Context: an optimization exercise on an open-source flow, tuned for small area, a short achievable clock period and few clock cycles. The choices shown serve that exercise and are no tape-out recipe.
Function was checked by simulation only, so behaviour that the tests miss may differ from the original.

## before
==> flow/design.v (excerpt) <==
module helix_core (
    input  wire         clk,
    input  wire         rst,           
    input  wire         in_valid,
    output wire         in_ready,
    input  wire [1:0]   in_op,         
    input  wire         in_dir,        
    input  wire         in_xmv,        
    input  wire [255:0] in_key,        
    input  wire [5:0]   in_klen,       
    input  wire [127:0] in_nonce,      
    input  wire [127:0] in_mac,        
    input  wire [31:0]  in_data,       
    input  wire [1:0]   in_nbytes,     
    output reg          out_valid,
    output reg  [2:0]   out_status,    
    output reg  [31:0]  out_data,
    output wire [127:0] out_mac
);
Settings: LEC_CHECK=0, CAP_MARGIN=20, CORE_MARGIN=2, CORE_UTILIZATION=45, CTS_BUF_LIST=sky130_fd_sc_hd__clkbuf_4, PLACE_DENSITY=0.57, SLEW_MARGIN=20, TNS_END_PERCENT=0; clock period 20.0 ns.
standard.sh (not shown) runs the stock make flow with config.mk's settings and CLKGATE_MAP_FILE= SYNTH_SCRIPT=/design/flow/synth_recipe.tcl, a recipe that flattens the netlist after the stock synthesis.
==> flow/flow/run.sh <==
#!/bin/bash
# Standard ORFS layout (the standard.sh: standard synthesis, floorplan, placement, CTS,
# routing) with two changes: the resizer's timing repair gets a larger setup margin, so
# that it works on the paths well inside the 20 ns clock, and the port buffers that
# every input and output gets are buf_1 cells. The SDC and every other setting are
# the standard flow's and flow/config.mk's. make's full output goes to flow_make.log; ORFS keeps each
# step's log under orfs/logs/.
set -euo pipefail
bash standard.sh SETUP_SLACK_MARGIN=13 "BUFFER_PORTS_ARGS=-buffer_cell sky130_fd_sc_hd__buf_1" finish > flow_make.log 2>&1
Testbench counts of before, summed over its fixed seeds: cycles 13,340.
> inputs changed (before -> after)
-- flow/design.v --
<<< before, line 64
    localparam S_PRIME = 3'd3;
    localparam S_MAC   = 3'd4;
    localparam S_NONCE = 3'd5;    
    localparam [31:0] MAC_CONST = 32'h912d94f1;
    reg  [2:0]   state;
>>> after, line 64
    localparam S_PRIME = 3'd3;
    localparam S_MAC   = 3'd4;
    localparam [31:0] MAC_CONST = 32'h912d94f1;
    reg  [2:0]   state;
<<< before, line 92
    wire st_prime = (state == S_PRIME);
    wire st_mac   = (state == S_MAC);
    wire st_nonce = (state == S_NONCE);
    wire         second = st_data2 | ((st_prime | st_mac) & h);
    wire [31:0]  half_b = second ? xreg : (st_km ? 32'd0 : k[31:0]);
>>> after, line 91
    wire st_prime = (state == S_PRIME);
    wire st_mac   = (state == S_MAC);
    wire         second = st_data2 | ((st_prime | st_mac) & h);
    wire [31:0]  half_b = second ? xreg : (st_km ? 32'd0 : k[31:0]);
<<< before, line 143
    wire mac_last  = st_mac & h & (cnt == 4'd10);
    wire tag_diff  = (mac[31:0] != hout[31:0]);
    wire         km2    = st_km & h;
    wire [127:0] xmask  = km2 ? k[255:128] :
                          (st_data2 & fin) ? {96'd0, MAC_CONST} : 128'd0;
    wire [127:0] hx     = hout[127:0] ^ xmask;
    wire [159:0] z_half = {km2 ? {25'd0, 1'b1, klen} : hout[159:128], hx};
    wire [159:0] z_nonce = {k[255:224],
                            k[223:192] ^ n[127:96],
                            k[191:160] ^ n[95:64],
                            k[159:128] ^ n[63:32],
                            k[127:96]  ^ n[31:0]};
    always @(posedge clk) begin
        xreg <= x1;
>>> after, line 141
    wire mac_last  = st_mac & h & (cnt == 4'd10);
    wire tag_diff  = (mac[31:0] != hout[31:0]);
    wire [127:0] t_new  = hout[127:0] ^ k[255:128];
    wire [159:0] z_kmix = {25'd0, 1'b1, klen, t_new};
    wire [159:0] z_nonce = {k[127:96],
                            k[95:64] ^ n[127:96],
                            k[63:32] ^ n[95:64],
                            k[31:0]  ^ n[63:32],
                            hout[127:96] ^ (k[255:224] ^ n[31:0])};
    always @(posedge clk) begin
        xreg <= x1;
<<< before, line 162
                     (in_nbytes == 2'd0 && in_op == OP_FINISH) ? {z[159:32], z[31:0] ^ MAC_CONST} :
                     hout;
        end else if (st_nonce) begin
            z <= z_nonce;
        end else begin
            z <= z_half;
        end
        if (st_idle) begin
>>> after, line 157
                     (in_nbytes == 2'd0 && in_op == OP_FINISH) ? {z[159:32], z[31:0] ^ MAC_CONST} :
                     hout;
        end else if (st_km & h) begin
            z <= km_last ? z_nonce : z_kmix;
        end else if (st_data2 & fin) begin
            z <= {hout[159:32], hout[31:0] ^ MAC_CONST};
        end else begin
            z <= hout;
        end
        if (st_idle) begin
<<< before, line 172
                n <= in_nonce;
            end
        end else if (km2) begin
            k <= {k[127:0], hx};
        end else if (blk_end) begin
            k <= {k[31:0], k[255:32]};
>>> after, line 169
                n <= in_nonce;
            end
        end else if (st_km & h) begin
            k <= {k[127:0], t_new};
        end else if (blk_end) begin
            k <= {k[31:0], k[255:32]};
<<< before, line 259
                    if (km_last) begin
                        cnt   <= 4'd0;
                        state <= S_NONCE;
                    end else begin
                        cnt   <= cnt + 4'd1;
                    end
                end
            end
            S_NONCE: begin
                h     <= 1'b0;
                state <= S_PRIME;
            end
            S_PRIME: begin
>>> after, line 256
                    if (km_last) begin
                        cnt   <= 4'd0;
                        state <= S_PRIME;
                    end else begin
                        cnt   <= cnt + 4'd1;
                    end
                end
            end
            S_PRIME: begin
Notes after the runs:
- On via count, before beats after.
- For the minimum clock period after layout, after came in 350 ps higher than before did.
- Relative to before, the combined area of all synthesized cells measured on after has decreased slightly.
- Compared with before, after ends up with less cell area.
- From before to after, instance count along the most critical hold path did not move at all.
- Of before and after, just one finished clean: before.
- Finished, but not clean: after, with max-capacitance violations, max-slew violations.
- Sort before and after by net count after synthesis, ascending, and after comes first.
- after ended up with fewer standard cells than before.
- Area occupied by multi-input gates for after is lower than for before.
- The sequential share of cell area reported for after is greater than that of before by 0.17 points.
- Lower data required time at the worst endpoint goes to before over after.
- Relative to before, the critical path depth measured on after has decreased by a few percent.
- Synthesized-area fraction occupied by and/or/nand/nor cells in after is 0.91 points below before.
- In after the post-layout worst setup margin turned out 350 ps lower than in before.
Testbench counts of after, summed over its fixed seeds: cycles 13,212.

==> static timing again, ports no longer ideal <==
The flow's constraints put no driver on any port. The routed layouts listed below were extracted and timed again, unchanged, in two steps. Step 1: set_driving_cell puts a clkbuf_16 on clk and a buf_2 on each other input, an assumption about the parent block. Step 2 times the ports against the registers' clock, not the clock port: input delays grow and output delays shrink by t, the midpoint of the rising clock arrivals with the driver on. a / b / c = ideal ports / drivers / drivers and shift; a / b = the first two.
run | shift t [ns] | slack for setup (ns) | worst slew at a driven data input, ns
before | 1.304 | 12.545 / 12.545 / 11.371 | 0.11
after | 1.389 | 12.199 / 12.199 / 10.836 | 0.27
For after, which loses most, drivers alone change the setup slack by 0.000 ns; drivers and shift together by -1.363 ns.
